This is an optimization exercise on Yosys and OpenROAD, whose aim is small area, a short achievable clock period and few clock cycles, not a production implementation. In this exercise RTL edits were held to simulation tests only and were not proved equivalent to the original. Power is estimated from default activity; no workload was simulated.

==> flow/design.v (excerpt) <==
module dem_decoder (
    input  wire        clk,
    input  wire        rst,         
    input  wire        start,
    input  wire [15:0] in_len,      
    input  wire [15:0] out_cap,     
    output wire        busy,
    output reg         done,
    output wire        fail,
    output wire [15:0] out_len,     
    input  wire        in_valid,
    input  wire [31:0] in_data,
    output wire        in_ready,
    output wire        out_valid,
    output wire [31:0] out_data,
    input  wire        out_ready
);
==> flow/config.mk <==
export PLATFORM = sky130hd
export DESIGN_NAME = dem_decoder
export DESIGN_NICKNAME = dem_decoder
export VERILOG_FILES = /design/flow/design.v
export SDC_FILE = /design/flow/constraint.sdc
export NUM_CORES = 4
export LEC_CHECK = 0
export CAP_MARGIN = 20
export CORE_MARGIN = 2
export CORE_UTILIZATION = 40
export CTS_BUF_LIST = sky130_fd_sc_hd__clkbuf_16
export CTS_CLUSTER_DIAMETER = 80
export CTS_CLUSTER_SIZE = 30
export SETUP_SLACK_MARGIN = 5
export SLEW_MARGIN = 20
export TNS_END_PERCENT = 20
==> flow/constraint.sdc <==
create_clock -name core_clock -period 8.0 [get_ports {clk}]
set_input_delay 1.6000 -clock core_clock [delete_from_list [all_inputs] [get_ports {clk}]]
set_output_delay 1.6000 -clock core_clock [all_outputs]
set_load 0.01 [all_outputs]
standard.sh (not shown) runs the stock make flow with config.mk's settings and CLKGATE_MAP_FILE= SYNTH_SCRIPT=/design/flow/synth_recipe.tcl, a recipe that flattens the netlist after the stock synthesis.
==> flow/flow/run.sh <==
#!/bin/bash
# The standard layout, with the port buffers made from the smallest buffer cell.
set -euo pipefail
bash standard.sh 'BUFFER_PORTS_ARGS=-buffer_cell sky130_fd_sc_hd__buf_1' finish > standard_flow.log 2>&1
The starting point completed without violations.
Testbench counts at the start, summed over its fixed seeds: cycles 39,225.
Next try:
Settings changed: CORE_UTILIZATION 40 to 55.
The new run completed with no timing, DRC or antenna violations.
Global-route usage goes up by 6.5 points.
Setup slack is worse by 0.025 ns.
Combinational power is about the same.
Next try:
Settings changed: CORE_UTILIZATION 55 to 40, CTS_BUF_LIST sky130_fd_sc_hd__clkbuf_16 to default, CTS_CLUSTER_DIAMETER 80 to default, CTS_CLUSTER_SIZE 30 to default, TNS_END_PERCENT 20 to default.
Count of clock-buffer cells in the layout climbs by 16.
Wire length rose by 7.9%.
Register-to-register slack is better by 0.05 ns.
Flip-flop and latch count does not change.
Power rises by 21%.
Sequential share of layout area fell by 3.0 points.
Worst hold slack gets worse by 0.0091 ns.
Worst setup slack gains 0.045 ns.
Final cell count grows by 9.2%.
Design area goes up by 8.8%.

dem_decoder, a different RTL version from the one above (not shown whole).
Size in the first run: about 1200 cells after synthesis, about 120 I/O pins, about 11000 um^2 of cells after synthesis.
// dem_decoder
module dem_decoder (
    input  wire        clk,
    input  wire        rst,         
    input  wire        start,
    input  wire [15:0] in_len,      
    input  wire [15:0] out_cap,     
    output wire        busy,
    output reg         done,
    output wire        fail,
    output wire [15:0] out_len,     
    input  wire        in_valid,
    input  wire [31:0] in_data,
    output wire        in_ready,
    output wire        out_valid,
    output wire [31:0] out_data,
    input  wire        out_ready
);
clock: 8.0 ns
lec_check: 0
cap_margin: 20
core_margin: 2
core_utilization: 65
setup_slack_margin: 3
slew_margin: 20
run.sh (not shown) runs the stock make flow with config.mk's settings and CLKGATE_MAP_FILE= SYNTH_SCRIPT=/design/flow/synth_recipe.tcl, a recipe that flattens the netlist after the stock synthesis.
Stock flow here: none of the scripts above is used.
Testbench counts at the start, summed over its fixed seeds: cycles 38,707.
==> next run, changes <==
==> flow/flow/run.sh (new file) <==
#!/bin/bash
# The standard layout, with the port buffers made from the smallest buffer cell.
set -euo pipefail
bash standard.sh 'BUFFER_PORTS_ARGS=-buffer_cell sky130_fd_sc_hd__buf_1' finish > standard_flow.log 2>&1
==> flow/standard.sh (new file) <==
#!/bin/bash
# synth_recipe.tcl (not shown) runs the flow's synth.tcl, then flattens the netlist and writes it again
# the make line also repeats each setting of config.mk as NAME=value (left out here)
make -C /OpenROAD-flow-scripts/flow DESIGN_CONFIG=/design/flow/config.mk WORK_HOME=/design/flow/orfs CLKGATE_MAP_FILE= SYNTH_SCRIPT=/design/flow/synth_recipe.tcl "${@:-finish}"
CORE_UTILIZATION = 40   (was 65)
SETUP_SLACK_MARGIN = 5   (was 3)
removed: flow/run.sh
Outcome: Setup slack improves by 0.77 ns; non-clock buffer count increases by 131; cell count increases by 17%; power increases by 9.1%; via count increases by about 4.5%.
==> next run, changes <==
==> flow/run.sh (new file) <==
#!/bin/bash
# synth_recipe.tcl (not shown) runs the flow's synth.tcl, then flattens the netlist and writes it again
# the make line also repeats each setting of config.mk as NAME=value (left out here)
make -C /OpenROAD-flow-scripts/flow DESIGN_CONFIG=/design/flow/config.mk WORK_HOME=/design/flow/orfs CLKGATE_MAP_FILE= SYNTH_SCRIPT=/design/flow/synth_recipe.tcl finish
removed: flow/flow/run.sh
removed: flow/standard.sh
Cell area came out higher by 4.6%; power came out higher by 2.3%; core utilization grows by 2.6 points; global-route usage came out higher by 0.97 points.

## separate check: timing with driven ports
The results above use ideal ports. As a check the final layouts listed here were re-extracted and re-timed, cells and wires unchanged.
Step 1 assumes that a clkbuf_16 drives the clock port and a buf_2 every other input.
Step 2 moves the port delays by t, midway between the first and last clock arrival at a register: inputs arrive t later, outputs are due t later. That takes back most of the time a late clock gives input paths.
Slacks: no drivers / after step 1 / after step 2; pairs: no drivers / after step 1.
run | t (ns) | setup WS [ns] | latest minus earliest clock arrival (ns) | worst register clock-pin slew, ns | pins driven straight from the clock port
the first run of note 1 | 0.543 | 4.885 / 4.844 / 4.456 | 0.045 / 0.045 | 0.12 / 0.12 | 1
the second run of note 1 | 0.527 | 4.860 / 4.824 / 4.380 | 0.020 / 0.020 | 0.11 / 0.11 | 1
the third run of note 1 | 0.576 | 4.905 / 4.859 / 4.412 | 0.024 / 0.024 | 0.07 / 0.07 | 1
the first run of note 2 | 0.480 | 3.226 / 3.247 / 2.767 | 0.016 / 0.016 | 0.07 / 0.07 | 1
the second run of note 2 | 0.484 | 3.996 / 3.991 / 3.507 | 0.025 / 0.024 | 0.08 / 0.08 | 1
the third run of note 2 | 0.490 | 4.002 / 4.002 / 3.539 | 0.017 / 0.016 | 0.08 / 0.08 | 1
After both steps setup and hold are still met in every run listed. The setup slack of the third run of note 1, which loses most, moves by -0.046 ns with the drivers and by -0.493 ns with both steps.
